Background: an optimization exercise with open tools, aiming at small area. Do not read the settings as production practice. Function was checked by simulation only, so behaviour that the tests miss may differ from the original. Power is estimated from default activity; no workload was simulated.

===== design/flow/config.mk =====
export PLATFORM = sky130hd
export DESIGN_NAME = codec_echo
export DESIGN_NICKNAME = codec_echo
export VERILOG_FILES = /design/flow/design.v
export SDC_FILE = /design/flow/constraint.sdc
export NUM_CORES = 4
export LEC_CHECK = 0
export ABC_AREA = 1
export CAP_MARGIN = 20
export CORE_MARGIN = 2
export CORE_UTILIZATION = 75
export CTS_BUF_LIST = sky130_fd_sc_hd__clkbuf_16
export CTS_CLUSTER_DIAMETER = 80
export CTS_CLUSTER_SIZE = 32
export SLEW_MARGIN = 20

===== design/flow/constraint.sdc =====
create_clock -name core_clock -period 10.0 [get_ports {clk}]
set_input_delay 2.0000 -clock core_clock [delete_from_list [all_inputs] [get_ports {clk}]]
set_output_delay 2.0000 -clock core_clock [all_outputs]
set_load 0.01 [all_outputs]

===== design/flow/design.v =====
module codec_echo (
    input  wire        clk,
    input  wire        rst,           
    output reg         ctl_cs_n,
    output wire        ctl_valid,
    output wire [7:0]  ctl_byte,
    input  wire        ctl_ready,
    input  wire        ctl_err,
    input  wire        rx_ready,
    input  wire        rx_ovr,
    input  wire [15:0] rx_data,
    output wire        rx_pop,
    input  wire        tx_ready,
    input  wire        tx_udr,
    output wire        tx_valid,
    output wire [15:0] tx_data,
    output wire [1:0]  mode,
    output reg  [1:0]  halt_cause,
    output wire [1:0]  codec_state
);
    localparam BUF_LEN   = 96;
    localparam DELAY     = 80;
    localparam N_BRINGUP = 10;
    localparam ACT_IDX   = 8;
    localparam CS_HOLD   = 100;    
    localparam NRT       = 12;     
    localparam M_BOOT = 2'd0, M_RUN = 2'd1, M_HALT = 2'd2;
    localparam H_NONE = 2'd0, H_BUS = 2'd1, H_OVR = 2'd2, H_UDR = 2'd3;
    localparam C_RESET = 2'd0, C_CONF = 2'd1, C_ACTIVE = 2'd2;
    localparam B_CS = 2'd0, B_B0 = 2'd1, B_B1 = 2'd2, B_HOLD = 2'd3;
    localparam S_RX_POLL = 2'd0, S_RX_SERV = 2'd1, S_TX_POLL = 2'd2, S_TX_SERV = 2'd3;
    localparam P_LT = 2'd0, P_LB = 2'd1;    
    reg [1:0]  bstate;
    reg [3:0]  boot_idx;
    reg        hwrap;      
    reg [1:0]  sched_pc;
    reg [1:0]  rx_phase;
    reg [1:0]  tx_phase;
    reg [6:0]  wp;         
    reg [6:0]  rp;         
    reg [15:0] seq_word;
    always @(*) begin
        case (boot_idx)
            4'd0: seq_word = {7'h0F, 9'h000};    
            4'd1: seq_word = {7'h06, 9'h07F};    
            4'd2: seq_word = {7'h00, 9'h017};    
            4'd3: seq_word = {7'h01, 9'h017};    
            4'd4: seq_word = {7'h04, 9'h012};    
            4'd5: seq_word = {7'h05, 9'h006};    
            4'd6: seq_word = {7'h07, 9'h042};    
            4'd7: seq_word = {7'h08, 9'h000};    
            4'd8: seq_word = {7'h09, 9'h001};    
            4'd9: seq_word = {7'h06, 9'h062};    
            default: seq_word = 16'h0000;
        endcase
    end
    wire [7:0] byte0 = {seq_word[15:9], seq_word[8]};
    wire [7:0] byte1 = seq_word[7:0];
    wire halted  = (halt_cause != H_NONE);
    wire in_run  = !halted && boot_idx[3] && boot_idx[1] && (bstate == B_CS);
    wire in_boot = !halted && !in_run;
    assign mode        = halted ? M_HALT : in_run ? M_RUN : M_BOOT;
    assign codec_state = !boot_idx[3] ? C_RESET : boot_idx[1] ? C_ACTIVE : C_CONF;
    assign ctl_valid = in_boot && (bstate == B_B0 || bstate == B_B1);
    assign ctl_byte  = (bstate == B_B0) ? byte0 : byte1;
    assign rx_pop   = in_run && (sched_pc == S_RX_SERV);
    assign tx_valid = in_run && (sched_pc == S_TX_SERV);
    wire wr_top = rx_pop && (rx_phase == P_LT);
    wire wr_bot = rx_pop && (rx_phase == P_LB);
    wire rd_adv = tx_valid && (tx_phase == P_LB);
    function [6:0] pos_inc;
        input [6:0] p;
        input       two;
        reg   [4:0] l;
        begin
            l = p[3:0] + (two ? 5'd2 : 5'd1);
            if (l >= 5'd12)
                pos_inc = {p[6:4] + 3'd1, l[3:0] - 4'd12};
            else
                pos_inc = {p[6:4], l[3:0]};
        end
    endfunction
    always @(posedge clk) begin
        if (rst) begin
            halt_cause  <= H_NONE;
            ctl_cs_n    <= 1'b1;
            bstate      <= B_CS;
            boot_idx    <= 4'd0;
            hwrap       <= 1'b0;
            sched_pc    <= S_RX_POLL;
            rx_phase    <= P_LT;
            tx_phase    <= P_LT;
            wp          <= 7'd0;
            rp          <= {3'd1, 4'd4};    
        end else begin
            wp <= pos_inc(wp, wr_bot);
            rp <= pos_inc(rp, rd_adv);
            case (mode)
                M_BOOT: begin
                    case (bstate)
                        B_CS: begin
                            ctl_cs_n <= 1'b0;
                            bstate   <= B_B0;
                        end
                        B_B0: begin
                            if (ctl_ready) begin
                                if (ctl_err) begin
                                    halt_cause <= H_BUS;
                                    ctl_cs_n   <= 1'b1;
                                end else begin
                                    bstate <= B_B1;
                                end
                            end
                        end
                        B_B1: begin
                            if (ctl_ready) begin
                                ctl_cs_n <= 1'b1;
                                if (ctl_err) begin
                                    halt_cause <= H_BUS;
                                end else begin
                                    boot_idx <= boot_idx + 1'b1;
                                    wp       <= 7'd0;
                                    rp       <= {3'd1, 4'd4};
                                    hwrap    <= 1'b0;
                                    bstate   <= B_HOLD;
                                end
                            end
                        end
                        B_HOLD: begin
                            if (wp == {3'd7, 4'd11})
                                hwrap <= 1'b1;
                            if (hwrap && wp == {3'd0, 4'd3}) begin
                                bstate   <= B_CS;      
                                sched_pc <= S_RX_POLL;
                            end
                        end
                    endcase
                end
                M_RUN: begin
                    case (sched_pc)
                        S_RX_POLL: begin
                            if (rx_ovr) begin
                                halt_cause <= H_OVR;
                            end else if (rx_ready) begin
                                sched_pc <= S_RX_SERV;
                            end else begin
                                sched_pc <= S_TX_POLL;
                            end
                        end
                        S_RX_SERV: begin
                            rx_phase <= rx_phase + 1'b1;
                            sched_pc <= S_TX_POLL;
                        end
                        S_TX_POLL: begin
                            if (tx_udr) begin
                                halt_cause <= H_UDR;
                            end else if (tx_ready) begin
                                sched_pc <= S_TX_SERV;
                            end else begin
                                sched_pc <= S_RX_POLL;
                            end
                        end
                        S_TX_SERV: begin
                            tx_phase <= tx_phase + 1'b1;
                            sched_pc <= S_RX_POLL;
                        end
                    endcase
                end
                default: ;    
            endcase
        end
    end
    reg  [15:0] wbuf_t, wbuf_b;        
    reg         tp;                    
    reg         bp;                    
    reg  [15:0] cur_t, cur_b;          
    reg         fv;                    
    wire       t_adv = (rx_phase != P_LB);
    wire [2:0] w_hi  = wp[6:4];
    wire [3:0] w_lo  = wp[3:0];
    wire [6:0] wp_m1 = (w_lo == 4'd0) ? {w_hi - 3'd1, 4'd11} : wp - 7'd1;
    wire       rc_is_wc   = (rp == wp);
    wire       rc_is_wcm1 = (rp == wp_m1);
    wire       tw_now = tp && (t_adv ? (w_lo == 4'd0) : (w_lo == 4'd11));
    wire [2:0] tw_idx = t_adv ? w_hi : w_hi + 3'd1;
    wire       bw_now = bp && (w_lo == 4'd0);
    wire [15:0] wd_t  = in_boot ? 16'h0 : wbuf_t;
    wire [15:0] wd_b  = in_boot ? 16'h0 : wbuf_b;
    wire [31:0] ring_q  [0:BUF_LEN-1];    
    wire [31:0] rd_word [0:NRT-1];
    genvar p;
    generate
        for (p = 0; p < BUF_LEN; p = p + 1) begin : g_ring
            reg [31:0] q;
            assign ring_q[p] = q;
            if (p % 8 == 0) begin : g_rtap
                assign rd_word[p / 8] = q;
            end
            if (p % 12 == 0) begin : g_wtap
                wire we_t = in_boot || (tw_now && tw_idx == p / 12);
                wire we_b = in_boot || (bw_now && w_hi == p / 12);
                always @(posedge clk) begin
                    q[31:16] <= we_t ? wd_t : ring_q[(p + BUF_LEN - 1) % BUF_LEN][31:16];
                    q[15:0]  <= we_b ? wd_b : ring_q[(p + BUF_LEN - 1) % BUF_LEN][15:0];
                end
            end else begin : g_pass
                always @(posedge clk)
                    q <= ring_q[p - 1];
            end
        end
    endgenerate
    function [6:0] rtap_pos;
        input integer j;
        reg   [2:0] h;
        reg   [3:0] l;
        begin
            h = j * 8 / 12;
            l = j * 8 % 12;
            rtap_pos = {h, l};
        end
    endfunction
    reg  [31:0] tap_q;
    reg         at_rtap;
    integer k;
    always @(*) begin
        tap_q   = 32'h0;
        at_rtap = 1'b0;
        for (k = 0; k < NRT; k = k + 1) begin
            tap_q   = tap_q | ({32{rp == rtap_pos(k)}} & rd_word[k]);
            at_rtap = at_rtap | (rp == rtap_pos(k));
        end
    end
    wire        fetch   = (in_boot || !fv) && at_rtap;
    wire [15:0] fetch_t = (tp && (t_adv ? rc_is_wcm1 : rc_is_wc)) ? wbuf_t : tap_q[31:16];
    wire [15:0] fetch_b = (bp && rc_is_wcm1) ? wbuf_b : tap_q[15:0];
    always @(posedge clk) begin
        if (wr_top) wbuf_t <= rx_data;
        if (wr_bot) wbuf_b <= rx_data;
        if (wr_top && rc_is_wc)      cur_t <= rx_data;
        else if (fetch)              cur_t <= fetch_t;
        if (wr_bot && rc_is_wc)      cur_b <= rx_data;
        else if (fetch)              cur_b <= fetch_b;
    end
    always @(posedge clk) begin
        if (rst) begin
            tp <= 1'b0;
            bp <= 1'b0;
            fv <= 1'b0;
        end else begin
            if (wr_top)      tp <= 1'b1;
            else if (tw_now) tp <= 1'b0;
            if (wr_bot)      bp <= 1'b1;
            else if (bw_now) bp <= 1'b0;
            if (rd_adv)      fv <= 1'b0;
            else if (fetch)  fv <= 1'b1;
        end
    end
    assign tx_data = (tx_phase == P_LT) ? cur_t :
                     (tx_phase == P_LB) ? cur_b : 16'h0000;
endmodule

===== design/flow/flow/run.sh =====
#!/bin/bash
# The standard layout, with the port buffers made from the smallest buffer
# cell (buf_1) instead of the one buffer_ports picks by default.
set -euo pipefail
export BUFFER_PORTS_ARGS="-buffer_cell sky130_fd_sc_hd__buf_1"
bash standard.sh > standard_flow.log 2>&1

===== design/flow/standard.sh =====
#!/bin/bash
# synth_recipe.tcl (not shown) runs the flow's synth.tcl, then flattens the netlist and writes it again
# the make line also repeats each setting of config.mk as NAME=value (left out here)
make -C /OpenROAD-flow-scripts/flow DESIGN_CONFIG=/design/flow/config.mk WORK_HOME=/design/flow/orfs CLKGATE_MAP_FILE= SYNTH_SCRIPT=/design/flow/synth_recipe.tcl "${@:-finish}"

==> impl_metrics.env, run 1 <==
export IMPL_status="finished clean"
export IMPL_met2_usage_pct=42.9
export IMPL_grt_use_total_pct=27.8
export IMPL_tns_ns=0
export IMPL_maxCapViolCount=0
export IMPL_grtUsageMet3_pct=4.26
export IMPL_post_cts_setup_buffers=0
export IMPL_use_met1_pct=41.3
export IMPL_worstSetupStartpoint="tx_phase[0]"
export IMPL_syn_inst=5089
export IMPL_path_clk_slew_ns=0.11
export IMPL_slew_violations=0
export IMPL_grt_ovfl_total=0
export IMPL_dieArea_um2=100000
export IMPL_placedCellCount=6341
export IMPL_async_reset_ff_share_pct=0
export IMPL_clkLatencyLatePin_ns=0.73
export IMPL_antenna_found_initial=8
export IMPL_layout_nets=5240
export IMPL_grt_pass1_vias=33500
export IMPL_ys_seq_area_share_pct=87.8
export IMPL_endpoint_kind="primary output"
export IMPL_top_usage_layer="met2"
export IMPL_htreeDepth=3
export IMPL_grt_pass1_wl_mm=204
export IMPL_fin_ws_ns=4.55
export IMPL_r2r_start="bstate[0]"
export IMPL_r2r_slack_ns=5.84
export IMPL_ys_types=49
export IMPL_avgViaCountPerCell=5.20
export IMPL_power_density_nw_per_um2=274
export IMPL_r2r_end="wp[6]"
export IMPL_ys_warn_count=1
export IMPL_crit_required_ns=8.00
export IMPL_worstSetupPathType="flop to primary output"
export IMPL_cp_common_cell="inv_1"
export IMPL_post_dp_hpwl_mm=78.5
export IMPL_worst_ir_drop_vdd_mv=0.217
export IMPL_cts_sinks=3180
export IMPL_post_route_min_period_ns=5.45
export IMPL_area_growth_pct=6.40
export IMPL_crit_chain="inv_1 > ha_1 > inv_1 > nand3_1 > nand2_1 > buf_1"
export IMPL_cts_tree="built"
export IMPL_cp_start_kind="flop"
export IMPL_r2r_cells=18
export IMPL_root_buffer="clkbuf_16"
export IMPL_drive_gt1_share_pct=4.36
export IMPL_tightest_slew_ns=1.17
export IMPL_period_share_pct=54.5
export IMPL_cts_repair_resized=0
export IMPL_via_count=33700
export IMPL_io_buffers=56
export IMPL_syn_avg_cell_area_um2=14.4
export IMPL_skew_ns=0.0211
export IMPL_num_io_pins=58
export IMPL_finalSetupViolations=0
export IMPL_holdBufCountCts=0
export IMPL_grt_max_degree=42
export IMPL_finalPower_mw=21.4
export IMPL_arrival_ns=3.45
export IMPL_slowest_delay_ns=0.93
export IMPL_postRouteAntennaNets=0
export IMPL_firstDrtPassIters=6
export IMPL_rsz0062_at_grt="false"
export IMPL_worstHoldPathType="flop to flop"
export IMPL_synth_edf_count=64
export IMPL_final_cells=6483
export IMPL_initial_utilization_pct=75.7
export IMPL_cts_buffer_depth=3
export IMPL_cts_buffers=109
export IMPL_synth_area_um2=73200
export IMPL_die_h_um=316
export IMPL_ys_seq_elements=3180
export IMPL_drc_errors=0
export IMPL_synth_ff_type="dfxtp_1"
export IMPL_coreArea_um2=96700
export IMPL_slew_headroom_pct=22.3
export IMPL_place_ws_ns=5.40
export IMPL_cp_max_fo=18
export IMPL_drt_wl_total_mm=139
export IMPL_rows=114
export IMPL_endpoint="tx_data[6]"
export IMPL_gp_congestion=0.872
export IMPL_first_iter_violations=2937
export IMPL_wire_per_inst_um=21.4
export IMPL_syn_nets=5152
export IMPL_fmax_mhz=183
export IMPL_cp_slowest_cell="ha_1"
export IMPL_p_leak_nw=31.6
export IMPL_die_w_um=316
export IMPL_hold_viol_final=0
[power by group]
group          internal [mW]  leakage, nW  switching, mW  total (mW)
Clock                   2.05         1.52           3.46        5.51
Sequential              14.2         25.9          0.527        14.7
Combinational          0.222         4.17          0.907        1.13
[per-layer routing]
metal  part of all wire (%)  vias up
li1                       -    16100
met1                     46    16500
met2                     44      961
met3                    6.2      241
met4                    3.1        4
met5                  0.017        -
[worst min path at each step]
stage | startpoint | endpoint | slack [ns] | cells after the start
6_report | g_ring[89].q[24] | g_ring[90].q[24] | 0.32 | 0
5_1_grt | g_ring[93].q[12] | g_ring[94].q[12] | 0.33 | 0
4_1_cts | g_ring[89].q[24] | g_ring[90].q[24] | 0.33 | 0
3_5_place_dp | g_ring[1].q[24] | g_ring[2].q[24] | 0.31 | 0
3_3_place_gp | g_ring[46].q[26] | g_ring[47].q[26] | 0.31 | 0
2_1_floorplan | g_ring[9].q[0] | g_ring[10].q[0] | 0.31 | 0
[registers in the layout (all words and copies together), names as in the netlist, 4 cells and up]
register	count
wbuf_b	16
boot_idx	4
wbuf_t	16
g_ring.q	3072
rp	7
wp	7
cur_t	16
seq_word	11
cur_b	16
[area by class of cell]
class                   instances  area, µm²
flip-flops and latches       3180      64300
fillers                      5209      18800
multi-input cells            1623       7850
clock buffers                 112       2800
well taps                    1276       1600
inverters                     173        653
repair buffers                 90        526
clock inverters                25        148
diodes                          4       10.0
[worst max-delay path, delay by kind of cell, from the launching register on]
family / cells / cell delay [ns]
adder cells (fa/ha/maj): 1 / 0.93
buffers and inverters: 3 / 1.06
flip-flops: 1 / 0.33
AND/OR/NAND/NOR: 2 / 0.39
[layout by cell type (no fill, tap or decap), types with 36 or more instances in the layout]
| cell | synthesis | routed |
|---|---|---|
| nor2_1 | 115 | 103 |
| buf_1 | 6 | 56 |
| nand4_1 | 53 | 53 |
| o21ai_0 | 273 | 273 |
| dfxtp_1 | 3116 | 3116 |
| inv_1 | 163 | 177 |
| nand3_1 | 166 | 166 |
| ha_1 | 37 | 36 |
| nand2_1 | 815 | 815 |
| edfxtp_1 | 64 | 64 |
| a21oi_1 | 36 | 36 |
| clkbuf_16 | 0 | 112 |
[through the flow]
| step | util, % | hold slack (ns) | cell area [µm²] |
|---|---|---|---|
| after floorplan | - | 0.310 | 73200 |
| after global placement | 77.4 | 0.310 | 74800 |
| after detailed placement | 77.4 | 0.312 | 74900 |
| after CTS | 80.5 | 0.329 | 77800 |
| after global routing | 80.5 | 0.334 | 77900 |
| final | 80.5 | 0.321 | 77900 |
[cells in the mapped netlist (5+ instances only)]
cell | n | area, µm²
a22oi_1 | 10 | 75.1
buf_1 | 6 | 22.5
inv_1 | 163 | 612
nand2_2 | 5 | 31.3
buf_2 | 32 | 160
dfxtp_1 | 3116 | 62400
inv_2 | 9 | 33.8
xor2_1 | 5 | 43.8
clkbuf_1 | 62 | 233
nor2_1 | 115 | 432
nand3_1 | 166 | 831
edfxtp_1 | 64 | 1920
nand3_2 | 11 | 110
o211ai_1 | 5 | 37.5
o21ai_0 | 273 | 1370
buf_6 | 7 | 78.8
buf_4 | 6 | 45.0
nand3b_1 | 8 | 60.1
a31oi_1 | 5 | 31.3
nand4_1 | 53 | 332
a21oi_1 | 36 | 180
nand2_1 | 815 | 3060
nor3_1 | 26 | 130
ha_1 | 37 | 463
mux2_2 | 14 | 158
[cell families (layout without fill, tap and decap cells)]
family          count (synthesis)  after routing  synth area share, %
simple gates                 1216           1216                 7.02
xor+xnor                        9              9                0.108
mux                            16             16                0.246
other cells                     1              5              0.00512
buf+inv                       286            400                 1.63
fa+ha+maj                      39             39                0.687
flops                        3180           3180                 87.8
compound gates                342            342                 2.47
==> run 2, diff against run 1 <==
--- a/design/flow/config.mk
+++ b/design/flow/config.mk
@@ -6,10 +6,10 @@
 export NUM_CORES = 4
 export LEC_CHECK = 0
 export ABC_AREA = 1
-export CAP_MARGIN = 20
+export CAP_MARGIN = 0
 export CORE_MARGIN = 2
 export CORE_UTILIZATION = 75
 export CTS_BUF_LIST = sky130_fd_sc_hd__clkbuf_16
 export CTS_CLUSTER_DIAMETER = 80
 export CTS_CLUSTER_SIZE = 32
-export SLEW_MARGIN = 20
+export SLEW_MARGIN = 0
==> run 2 against run 1 <==
Compared with the run above:
- still clean on timing, DRC and antenna
- first-iteration DRC count is 6.7% higher
- flip-flop and latch count stayed put
- count of clock-buffer cells in the layout stayed put
- final cell count decreased by 0.11%
- hold slack got worse by 0.0049 ns
- setup slack got worse by 0.074 ns
- cell area fell by 0.13%
- synthesized area is the same
- clock power about the same
- via count is 0.20% lower
- largest cell class unchanged
==> impl_metrics.env, run 2 <==
export IMPL_cp_slowest_cell="ha_1"
export IMPL_grt_use_total_pct=28.0
export IMPL_yosys_area_top_type="dfxtp_1"
export IMPL_grt_max_degree=42
export IMPL_cts_repair_resized=0
export IMPL_layout_nets=5237
export IMPL_worstSetupPathType="flop to primary output"
export IMPL_post_route_min_period_ns=5.53
export IMPL_largest_reg_flops=3072
export IMPL_cp_max_fo=18
export IMPL_postRouteAntennaNets=0
export IMPL_wire_per_inst_um=21.5
export IMPL_antenna_found_initial=5
export IMPL_period_share_pct=55.3
export IMPL_firstDrtPassIters=5
export IMPL_initial_utilization_pct=75.7
export IMPL_p_int_mw=16.5
export IMPL_finalPower_mw=21.4
export IMPL_syn_inst=5089
export IMPL_min_to="g_ring[50].q[15]"
export IMPL_r2r_slack_ns=5.89
export IMPL_skew_ns=0.0301
export IMPL_synth_common_cells="dfxtp_1, nand2_1, o21ai_0, nand3_1, inv_1"
export IMPL_hold_path_depth=0
export IMPL_cp_common_cell="inv_1"
export IMPL_die_w_um=316
export IMPL_stdcell_area_um2=77800
export IMPL_tns_ns=0
export IMPL_placed_cell_area_um2=74800
export IMPL_ys_warn_count=1
export IMPL_drt_wl_total_mm=139
export IMPL_slew_violations=0
export IMPL_synth_area_um2=73200
export IMPL_htreeDepth=3
export IMPL_final_cell_mix="dfxtp_1, nand2_1, o21ai_0, inv_1, nand3_1"
export IMPL_ys_seq_area_share_pct=87.8
export IMPL_cp_start_kind="flop"
export IMPL_coreArea_um2=96700
export IMPL_io_buffers=56
export IMPL_switching_power_mw=4.89
export IMPL_tightest_slew_ns=1.34
export IMPL_status="finished clean"
export IMPL_arrival_ns=3.53
export IMPL_grt_pass1_vias=33400
export IMPL_p_leak_nw=31.5
export IMPL_multiInputGateArea_um2=7850
export IMPL_avgViaCountPerCell=5.20
export IMPL_fmax_mhz=181
export IMPL_gp_congestion=0.872
export IMPL_cts_sinks=3180
export IMPL_cts_tree="built"
export IMPL_clkLatencyLatePin_ns=0.74
export IMPL_slowest_delay_ns=0.93
export IMPL_r2r_end="wp[6]"
export IMPL_grt_pass1_wl_mm=205
export IMPL_via_count=33700
export IMPL_syn_nets=5152
export IMPL_sw_frac_of_total_pct=22.9
export IMPL_seq_area_um2=64300
export IMPL_worst_ir_drop_vdd_mv=0.269
export IMPL_area_growth_pct=6.26
export IMPL_slew_headroom_pct=10.8
export IMPL_first_iter_violations=3133
export IMPL_synth_most_common_cell="dfxtp_1"
export IMPL_cts_buffer_depth=3
export IMPL_final_common_cell="dfxtp_1"
export IMPL_p_seq_share_pct=69.0
export IMPL_holdBufCountCts=0
export IMPL_syn_avg_cell_area_um2=14.4
export IMPL_ys_seq_elements=3180
export IMPL_comb_power_share_pct=5.3
export IMPL_async_reset_ff_share_pct=0
export IMPL_endpoint_kind="primary output"
export IMPL_hold_viol_final=0
export IMPL_r2r_start="bstate[1]"
export IMPL_synthTopCellsByArea="dfxtp_1, nand2_1, edfxtp_1"
export IMPL_worstHoldPathType="flop to flop"
export IMPL_ys_types=49
export IMPL_rsz0062_at_grt="false"
export IMPL_p_clk_share_pct=25.8
export IMPL_dieArea_um2=100000
export IMPL_fill_cells=5216
export IMPL_synth_edf_count=64
export IMPL_crit_required_ns=8.00
export IMPL_post_dp_hpwl_mm=78.3
export IMPL_power_density_nw_per_um2=274
export IMPL_synth_ff_type="dfxtp_1"
export IMPL_hp_start="g_ring[49].q[15]"
export IMPL_drive_gt1_share_pct=4.29
export IMPL_num_io_pins=58
export IMPL_rows=114
export IMPL_die_h_um=316
export IMPL_drc_errors=0
export IMPL_root_buffer="clkbuf_16"
export IMPL_synthDominantCellAreaShare_pct=85.2
export IMPL_grt_ovfl_total=0
export IMPL_path_clk_slew_ns=0.12
export IMPL_r2r_cells=18
export IMPL_maxCapViolCount=0
export IMPL_post_cts_setup_buffers=0
export IMPL_crit_chain="inv_1 > ha_1 > inv_1 > nand3_1 > nand2_1 > buf_1"
export IMPL_regMostFlops="g_ring.q"
export IMPL_cts_buffers=109
export IMPL_finalSetupViolations=0
## run 2: cell counts after synthesis
Identical to the previous run, type by type.
## run 2: power groups by stage
stage | Combinational, mW | Clock [mW] | Sequential, mW
5_1_grt | 1.18 | 5.96 | 14.8
3_3_place_gp | 1.07 | 0 | 14.9
6_report | 1.12 | 5.51 | 14.7
2_1_floorplan | 0.553 | 0 | 14.7
3_5_place_dp | 1.10 | 0 | 15.0
4_1_cts | 1.11 | 5.56 | 14.7
## run 2: metal layers
metal  vias to the layer above  global-route usage, %  part of all wire (%)
li1                      16100                      -                     -
met1                     16400                   41.3                    46
met2                       937                   43.3                    45
met3                       263                   4.07                   6.1
met4                         6                   8.94                   3.4
met5                         -                      0                 0.027
## run 2: layout make-up
| class | count | share of cell area [%] |
|---|---|---|
| flip-flops and latches | 3180 | 82.7 |
| clock inverters | 24 | 0.182 |
| diodes | 1 | 0.00322 |
| clock buffers | 112 | 3.60 |
| repair buffers | 87 | 0.569 |
| well taps | 1276 | 2.05 |
| inverters | 173 | 0.840 |
| multi-input cells | 1623 | 10.1 |
## run 2: kinds of logic after synthesis
group           Yosys count  share of synthesized area (%)
compound gates          342                           2.47
buf+inv                 286                           1.63
mux                      16                          0.246
other cells               1                        0.00512
simple gates           1216                           7.02
fa+ha+maj                39                          0.687
xor+xnor                  9                          0.108
flops                  3180                           87.8
## run 2: worst max-delay path by stage
stage | from | endpoint | slack [ns]
after CTS | tx_phase[0] | tx_data[5] | 4.57
after floorplan | ctl_err | seq_word[9] | 6.43
after global routing | tx_phase[0] | tx_data[5] | 4.42
after detailed placement | tx_phase[0] | tx_data[5] | 5.40
after global placement | tx_phase[0] | tx_data[10] | 5.48
final | tx_phase[0] | tx_data[5] | 4.47
## run 2: metrics by stage
step                      setup WS [ns]  hold WS (ns)  util [%]  std cells
after floorplan                    6.43         0.310         -       5089
after global placement             5.48         0.310      77.4       6339
after detailed placement           5.40         0.312      77.4       6339
after CTS                          4.57         0.319      80.4       6475
after global routing               4.42         0.325      80.4       6475
final                              4.47         0.316      80.4       6476
## run 2: critical path, delay by kind of cell, from the launching register on
family / cells / cell delay, ns
fa+ha+maj: 1 / 0.93
flops: 1 / 0.33
buf+inv: 3 / 1.08
simple gates: 2 / 0.42

[separate check: timing with driven ports]
The results above use ideal ports. As a check the final layouts listed here were re-extracted and re-timed, cells and wires unchanged. Step 1, drivers: a clkbuf_16 drives clk and a buf_2 each remaining input, both assumed. Step 2, shift: input delay + t, output delay - t, t = (earliest + latest rising clock arrival at the registers) / 2. This alone moves slack from input paths to output paths. Slacks: no drivers / after step 1 / after step 2; pairs: no drivers / after step 1.
| run | t, ns | slack for setup (ns) | hold slack, ns | worst setup path at the end | worst register clock-pin slew, ns |
|---|---|---|---|---|---|
| run 1 | 0.790 | 4.547 / 4.477 / 5.267 | 0.321 / 0.321 / 0.321 | register to output | 0.12 / 0.12 |
| run 2 | 0.803 | 4.473 / 4.398 / 5.202 | 0.316 / 0.316 / 0.316 | register to output | 0.12 / 0.12 |
After both steps setup and hold are still met in every run listed.
